Source: an optimization exercise on an open RTL-to-GDS flow (aim: small area, a short achievable clock period and few clock cycles per item). Production flows keep margins and buffers that such runs may drop.
For this run, only the layout was checked, not whether the RTL still works.

===== flow/config.mk =====
export PLATFORM = sky130hd
export DESIGN_NAME = hsl_conv
export DESIGN_NICKNAME = hsl_conv
export VERILOG_FILES = /design/flow/design.v
export SDC_FILE = /design/flow/constraint.sdc
export NUM_CORES = 4
export LEC_CHECK = 0
export CAP_MARGIN = 20
export CORE_MARGIN = 2
export CORE_UTILIZATION = 40
export SLEW_MARGIN = 20

===== flow/constraint.sdc =====
create_clock -name core_clock -period 35.0 [get_ports {clk}]
set_input_delay 7.0000 -clock core_clock [delete_from_list [all_inputs] [get_ports {clk}]]
set_output_delay 7.0000 -clock core_clock [all_outputs]
set_load 0.01 [all_outputs]

===== flow/design.v =====
module hsl_conv (
    input  wire       clk,
    input  wire       rst,
    input  wire       in_valid,
    output wire       in_ready,
    input  wire [7:0] in_r,
    input  wire [7:0] in_g,
    input  wire [7:0] in_b,
    output reg        out_valid,
    output reg  [8:0] out_hue,
    output reg  [9:0] out_sat,
    output reg  [9:0] out_light
);
    localparam [10:0] CUT = 11'b00010001000;    
    assign in_ready = 1'b1;
    reg       v0;
    reg [7:0] r0, g0, b0;
    always @(posedge clk) begin
        if (rst) v0 <= 1'b0;
        else     v0 <= in_valid;
        r0 <= in_r;
        g0 <= in_g;
        b0 <= in_b;
    end
    wire rg = (r0 >= g0);
    wire rb = (r0 >= b0);
    wire gb = (g0 >= b0);
    wire maxr = rg & rb;
    wire maxg = ~maxr & gb;
    wire pos  = maxr ? gb : (maxg ? ~rb : rg);
    wire [7:0] M = maxr ? r0 : (maxg ? g0 : b0);
    wire [7:0] Y = maxr ? g0 : (maxg ? b0 : r0);
    wire [7:0] Z = maxr ? b0 : (maxg ? r0 : g0);
    wire [7:0] mid = pos ? Y : Z;
    wire [7:0] mn  = pos ? Z : Y;
    wire [7:0] d   = M - mn;
    wire [7:0] e   = mid - mn;
    wire [8:0] s   = {1'b0, M} + {1'b0, mn};
    wire [8:0] s510 = 9'd510 - s;
    wire [7:0] D   = s[8] ? s510[7:0] : s[7:0];
    wire [7:0] De  = {D[7:1], D[0] | (D == 8'd0)};
    wire [7:0] de  = {d[7:1], d[0] | (d == 8'd0)};
    wire [17:0] Ns = 18'd1000 * d + D[7:1];
    wire [7:0]  dn = d - {7'd0, ~pos};
    wire [13:0] Nh = 14'd60 * e + dn[7:1];
    wire [9:0]  lt = 2 * s - ((18'd321 * s + 18'd4136) >> 13);
    wire        v   [0:11];
    wire [9:0]  lgt [0:11];
    wire [7:0]  sR  [0:11];    
    wire [9:0]  sNQ [0:11];    
    wire [7:0]  sD  [0:11];
    wire [7:0]  hR  [0:11];
    wire [5:0]  hNQ [0:11];
    wire [7:0]  hD  [0:11];
    wire [2:0]  hsec[0:11];    
    wire        v_a    [0:10];
    wire [9:0]  lgt_a  [0:10];
    wire [7:0]  sR_a   [0:10];
    wire [9:0]  sNQ_a  [0:10];
    wire [7:0]  sD_a   [0:10];
    wire [7:0]  hR_a   [0:10];
    wire [5:0]  hNQ_a  [0:10];
    wire [7:0]  hD_a   [0:10];
    wire [2:0]  hsec_a [0:10];
    assign v_a[0]    = v0;
    assign lgt_a[0]  = lt;
    assign sR_a[0]   = Ns[17:10];
    assign sNQ_a[0]  = Ns[9:0];
    assign sD_a[0]   = De;
    assign hR_a[0]   = Nh[13:6];
    assign hNQ_a[0]  = Nh[5:0];
    assign hD_a[0]   = de;
    assign hsec_a[0] = {maxr, maxg, pos};
    genvar k;
    generate
        for (k = 0; k <= 10; k = k + 1) begin : slot
            if (k > 0) begin : step
                wire [8:0] sT  = {sR[k-1], sNQ[k-1][9]};
                wire [8:0] sDf = sT - {1'b0, sD[k-1]};
                wire       sge = ~sDf[8];
                assign sR_a[k]  = sge ? sDf[7:0] : sT[7:0];
                assign sNQ_a[k] = {sNQ[k-1][8:0], sge};
                assign sD_a[k]  = sD[k-1];
                if (k <= 6) begin : hstep
                    wire [8:0] hT  = {hR[k-1], hNQ[k-1][5]};
                    wire [8:0] hDf = hT - {1'b0, hD[k-1]};
                    wire       hge = ~hDf[8];
                    assign hR_a[k]  = hge ? hDf[7:0] : hT[7:0];
                    assign hNQ_a[k] = {hNQ[k-1][4:0], hge};
                end else begin : hpass
                    assign hR_a[k]  = hR[k-1];
                    assign hNQ_a[k] = hNQ[k-1];
                end
                assign hD_a[k]   = hD[k-1];
                assign hsec_a[k] = hsec[k-1];
                assign v_a[k]    = v[k-1];
                assign lgt_a[k]  = lgt[k-1];
            end
            if (CUT[k]) begin : reg_
                reg        v_q;
                reg [9:0]  lgt_q;
                reg [7:0]  sR_q, sD_q, hR_q, hD_q;
                reg [9:0]  sNQ_q;
                reg [5:0]  hNQ_q;
                reg [2:0]  hsec_q;
                always @(posedge clk) begin
                    if (rst) v_q <= 1'b0;
                    else     v_q <= v_a[k];
                    lgt_q  <= lgt_a[k];
                    sR_q   <= sR_a[k];
                    sNQ_q  <= sNQ_a[k];
                    sD_q   <= sD_a[k];
                    hR_q   <= hR_a[k];
                    hNQ_q  <= hNQ_a[k];
                    hD_q   <= hD_a[k];
                    hsec_q <= hsec_a[k];
                end
                assign v[k] = v_q;       assign lgt[k] = lgt_q;
                assign sR[k] = sR_q;     assign sNQ[k] = sNQ_q;  assign sD[k] = sD_q;
                assign hR[k] = hR_q;     assign hNQ[k] = hNQ_q;  assign hD[k] = hD_q;
                assign hsec[k] = hsec_q;
            end else begin : wire_
                assign v[k] = v_a[k];     assign lgt[k] = lgt_a[k];
                assign sR[k] = sR_a[k];   assign sNQ[k] = sNQ_a[k];  assign sD[k] = sD_a[k];
                assign hR[k] = hR_a[k];   assign hNQ[k] = hNQ_a[k];  assign hD[k] = hD_a[k];
                assign hsec[k] = hsec_a[k];
            end
        end
    endgenerate
    wire [2:0] sec = hsec[10];
    wire [5:0] q   = hNQ[10];
    wire [8:0] base = sec[2] ? (sec[0] ? 9'd0 : 9'd360) : (sec[1] ? 9'd120 : 9'd240);
    wire [8:0] hsum = sec[0] ? base + {3'd0, q} : base - {3'd0, q};
    wire [8:0] hue  = (hsum == 9'd360) ? 9'd0 : hsum;
    always @(posedge clk) begin
        if (rst) out_valid <= 1'b0;
        else     out_valid <= v[10];
        out_hue   <= hue;
        out_sat   <= sNQ[10];
        out_light <= lgt[10];
    end
endmodule

===== flow/run.sh =====
#!/bin/bash
# synth_recipe.tcl (not shown) runs the flow's synth.tcl, then flattens the netlist and writes it again
# the make line also repeats each setting of config.mk as NAME=value (left out here)
make -C /OpenROAD-flow-scripts/flow DESIGN_CONFIG=/design/flow/config.mk WORK_HOME=/design/flow/orfs CLKGATE_MAP_FILE= SYNTH_SCRIPT=/design/flow/synth_recipe.tcl finish

==> implementation parameters <==
Parameter                              Value

Critical path
  Buffers plus inverters on the worst setup path ... 10
  Path length in cells of the critical path ... between 60 and 70
  Family with the most delay on the worst path ... compound AO/OA/AOI/OAI gates
  Flop-to-flop setup slack ... roughly 19 ns
  Kind of end point of the critical path ... register
  Largest fanout of any net on the critical path ... 15
  Category of the most critical setup path ... register to register
  Nature of the critical path startpoint ... register
  Maximum cell stage delay along the critical path ... about 0.7 ns
  Capture point of the worst reg-to-reg path ... slot[3].reg_.sR_q[2]
  CP required ... roughly 35 ns
  Slowest cell on the critical path ... sky130_fd_sc_hd__nor2_1
  Critical path startpoint ... g0[0]
  Critical path's most frequent cell ... sky130_fd_sc_hd__a21oi_1
  Critical Path End ... slot[3].reg_.sR_q[2]
  Startpoint of the worst register-to-register path ... g0[0]
  Endpoint arrival time on the critical path ... 16.31 ns
  Worst-case reg-to-reg path depth ... 67

Placement
  Gp weighted congestion ... between 0.8 and 0.9
  Placed wire-length estimate after detailed placement ... approximately 26000 µm
  Placed instance count ... around 2300
  Count of input and output buffers ... 56

Timing
  Worst relative slew slack ... 32.5%
  Final TNS setup ... 0 ns
  Max Clock Skew ... between 0.01 and 0.015 ns
  Fmax ... between 60 and 70 MHz
  Setup violators final ... 0
  Slew Viols, Final ... 0
  Hold Slack ... 0.324 ns
  Final hold violations ... 0
  Worst slew pin tran ... a little over 1 ns
  Fraction of the cycle the final worst path needs ... roughly 46%
  Time the final worst path needs with I/O delays and setup ... about 16 ns
  Setup repair after global routing missed its margin ... no

Cells and area
  Proportion of layout cells with a drive suffix above 1 ... under 10%
  Final nets ... 2196
  Final core occ ... 45.2%
  Number of antenna repair diodes ... 0
  Final cell count without fillers ... 2362
  Most frequent cells in the layout ... sky130_fd_sc_hd__ha_1, sky130_fd_sc_hd__inv_1, sky130_fd_sc_hd__dfxtp_1, sky130_fd_sc_hd__xnor2_1, sky130_fd_sc_hd__a21oi_1
  Commonest non-fill, non-tap cell in the layout ... sky130_fd_sc_hd__ha_1
  Layout-stage area growth over the synthesis result ... 11.4%

Clocking
  Total number of clock tree sinks ... 157
  Insertion delay to the later sink of the worst-skew pair ... 0.45 ns
  Clock transition at the registers of the reported paths ... 0.06 ns
  Root Driver ... sky130_fd_sc_hd__clkbuf_16
  Number of resized instances in the post-cts repair step ... 0
  CTS tree ... done
  Post-CTS Setup Inserts ... 0
  Number of buffers created by CTS ... 17
  Clock Path Buffers ... 2
  Htree depth ... 4
  Cts-stage hold buffer count ... 0

Logic synthesis
  EDFF count, synth ... 0
  Avg Inst Size Synth ... between 8 and 9 µm²
  Syn Std Cell Area ... 15700 µm²
  Cells after Synth ... roughly 1800
  Flops & latches, synth ... 157
  Fraction of the yosys area taken by sequential cells ... approximately 20%
  Number of distinct standard cells referenced by the synthesized netlist ... a little over 80
  Post-synthesis xor/xnor area fraction ... between 10% and 20%
  Fraction of the mapped netlist area in adder cells ... between 20% and 30%
  Area fraction in and, or, nand and nor cells after synthesis ... between 10% and 20%
  Share of synthesized area spent on multiplexers ... 4.61%
  Net count after synthesis ... around 2100
  Compound-gate portion of the synthesized area ... approximately 18%
  Post-synth top flop ... sky130_fd_sc_hd__dfxtp_1
  Main combinational cell family by area after synthesis ... adder cells
  Yosys warns ... 1
  Async set-or-reset flop fraction in the synthesized netlist ... 0%

Floorplanning
  Die boundary height ... ~200 µm
  Starting density of the core ... approximately two fifths
  Die boundary width ... about 200 µm
  Std-Cell Rows ... 72
  Total Die Area ... around 41000 µm²
  Number of I/O pins ... between 50 and 60
  Floorplan Core Area ... 38600 µm²

Route
  Starting DRT DRC Count ... around 470
  Average routed wire per standard cell ... around 13 µm
  Post-route DRC ... 0
  Vias after detailed routing ... 12000
  Remaining number of nets flagged by the antenna check after routing ... 0
  Total detailed-routing wirelength ... between 30000 and 40000 µm
  Number of detailed-route iterations in the first pass ... 7
  Vias per cell ... just over 5

Hold path
  Type of the worst min-delay path ... register to register

Global routing
  Gr usage total ... around 16%
  Largest net degree at the start of global routing ... 23
  Antenna violations before repair ... 0
  Global-route wire length before repair ... about 56000 µm
  Total congestion overflow after global routing ... 0
  Number of global-route vias before repair ... about 12000

Status
  Status ... complete, no violations

Job
  Maximum capacitance violations ... 0
[cell usage after synthesis, types with 4 or more instances]
| cell | n | share of area, % |
|---|---|---|
| sky130_fd_sc_hd__ha_1 | 281 | 22 |
| sky130_fd_sc_hd__inv_1 | 221 | 5.3 |
| sky130_fd_sc_hd__dfxtp_1 | 157 | 20 |
| sky130_fd_sc_hd__xnor2_1 | 122 | 6.8 |
| sky130_fd_sc_hd__a21oi_1 | 113 | 3.6 |
| sky130_fd_sc_hd__a21o_1 | 88 | 4.2 |
| sky130_fd_sc_hd__nor2_1 | 85 | 2.0 |
| sky130_fd_sc_hd__o21ai_0 | 81 | 2.6 |
| sky130_fd_sc_hd__nand2_1 | 79 | 1.9 |
| sky130_fd_sc_hd__xor2_1 | 59 | 3.3 |
| sky130_fd_sc_hd__fa_1 | 57 | 7.3 |
| sky130_fd_sc_hd__nor2b_1 | 42 | 1.7 |
| sky130_fd_sc_hd__nand2b_1 | 32 | 1.3 |
| sky130_fd_sc_hd__mux2i_1 | 31 | 2.0 |
| sky130_fd_sc_hd__o21bai_1 | 30 | 1.4 |
| sky130_fd_sc_hd__mux2_2 | 28 | 2.0 |
| sky130_fd_sc_hd__nand3_1 | 27 | 0.86 |
| sky130_fd_sc_hd__nor3_1 | 25 | 0.80 |
| sky130_fd_sc_hd__clkbuf_1 | 16 | 0.38 |
| sky130_fd_sc_hd__and2_1 | 12 | 0.48 |
| sky130_fd_sc_hd__o22ai_1 | 12 | 0.48 |
| sky130_fd_sc_hd__o21a_1 | 10 | 0.48 |
| sky130_fd_sc_hd__o211ai_1 | 9 | 0.43 |
| sky130_fd_sc_hd__and3_1 | 8 | 0.32 |
| sky130_fd_sc_hd__a221o_1 | 7 | 0.45 |
| sky130_fd_sc_hd__a221oi_1 | 7 | 0.39 |
| sky130_fd_sc_hd__nor3b_1 | 7 | 0.33 |
| sky130_fd_sc_hd__or2_2 | 7 | 0.28 |
| sky130_fd_sc_hd__a211oi_1 | 6 | 0.29 |
| sky130_fd_sc_hd__a21boi_0 | 6 | 0.29 |
| sky130_fd_sc_hd__o31ai_1 | 6 | 0.29 |
| sky130_fd_sc_hd__a31oi_1 | 5 | 0.20 |
| sky130_fd_sc_hd__mux2_4 | 5 | 0.48 |
| sky130_fd_sc_hd__nand4_1 | 5 | 0.20 |
| sky130_fd_sc_hd__or3_1 | 5 | 0.20 |
| sky130_fd_sc_hd__a2111oi_0 | 4 | 0.22 |
| sky130_fd_sc_hd__a211o_1 | 4 | 0.22 |
| sky130_fd_sc_hd__nor4_1 | 4 | 0.16 |
[layout make-up]
cell class,count,area [µm²]
Clock inverter,15,155
Fill cell,3704,21200
Multi-Input combinational cell,1361,11600
Tap cell,518,648
Timing Repair Buffer,70,666
Inverter,224,841
Sequential cell,157,3140
Clock buffer,17,425
[layer usage]
metal / global-route usage [%] / up-vias / part of all wire (%)
li1: - / 6230 / -
met5: 0 / - / 0
met3: 2.58 / 30 / 3.2
met1: 20.7 / 5541 / 47
met4: 4.81 / 0 / 1.7
met2: 28.6 / 162 / 48
[sequential cells by signal (all words and copies together), names as in the netlist]
signal / count
b0: 8
slot.reg_.hR_q: 8
slot.reg_.sNQ_q: 19
g0: 8
out_sat: 10
slot.reg_.lgt_q: 20
out_light: 10
v0: 1
slot.reg_.sD_q: 11
out_hue: 9
r0: 8
slot.reg_.hD_q: 8
slot.reg_.v_q: 2
slot.reg_.hNQ_q: 12
slot.reg_.hsec_q: 6
slot.reg_.sR_q: 16
out_valid: 1
[through the flow]
step / area, µm² / worst slack, ns
finish: 17500 / 18.98
global placement: 16900 / 19.50
CTS: 17500 / 19.04
floorplan: 15700 / 19.79
global route: 17500 / 17.67
detailed placement: 16900 / 19.12
[cell families after synthesis]
group,after synthesis
AO/OA/AOI/OAI,418
XOR/XNOR,187
adder cells (fa/ha/maj),339
buffers and inverters,248
flip-flops,157
multiplexers,65
other,1
AND/OR/NAND/NOR,351
[worst register-to-register path: cells and delay by family (launching register included)]
family,cells,cell delay [ns]
muxes,1,0.40
DFF,1,0.40
AOI/OAI and AO/OA,27,5.34
adders and majority gates,10,3.72
xor gates and xnor gates,8,1.92
buffers and inverters,10,1.78
and+or+nand+nor,11,2.29
[worst min path at each step]
stage,slack (ns),end,depth (start not counted),startpoint
floorplan,0.31,out_light[0],0,slot[7].reg_.lgt_q[0]
global placement,0.31,out_sat[9],0,slot[7].reg_.sNQ_q[6]
detailed placement,0.31,out_light[1],0,slot[7].reg_.lgt_q[1]
CTS,0.32,out_light[7],0,slot[7].reg_.lgt_q[7]
global route,0.33,slot[7].reg_.lgt_q[5],0,slot[3].reg_.lgt_q[5]
finish,0.32,slot[7].reg_.lgt_q[5],0,slot[3].reg_.lgt_q[5]

re-timing with driven ports:
No port has a modelled driver above. Below, the same layout with a new extraction and two added sets of constraints.
Step 1, drivers: a clkbuf_16 drives clk and a buf_2 each remaining input, both assumed.
Step 2 also shifts input and output timing later by t, the mid clock arrival at the registers, as if the neighbouring blocks saw the same clock.
Slacks: ideal ports / drivers / drivers and shift; pairs: ideal ports / drivers.
t, ns: 0.499
setup WS [ns]: 18.976 / 18.976 / 18.976
worst setup path at the end: register to register
After both steps this run still meets setup and hold. The setup slack of this run moves by 0.000 ns with the drivers and by 0.000 ns with both steps.
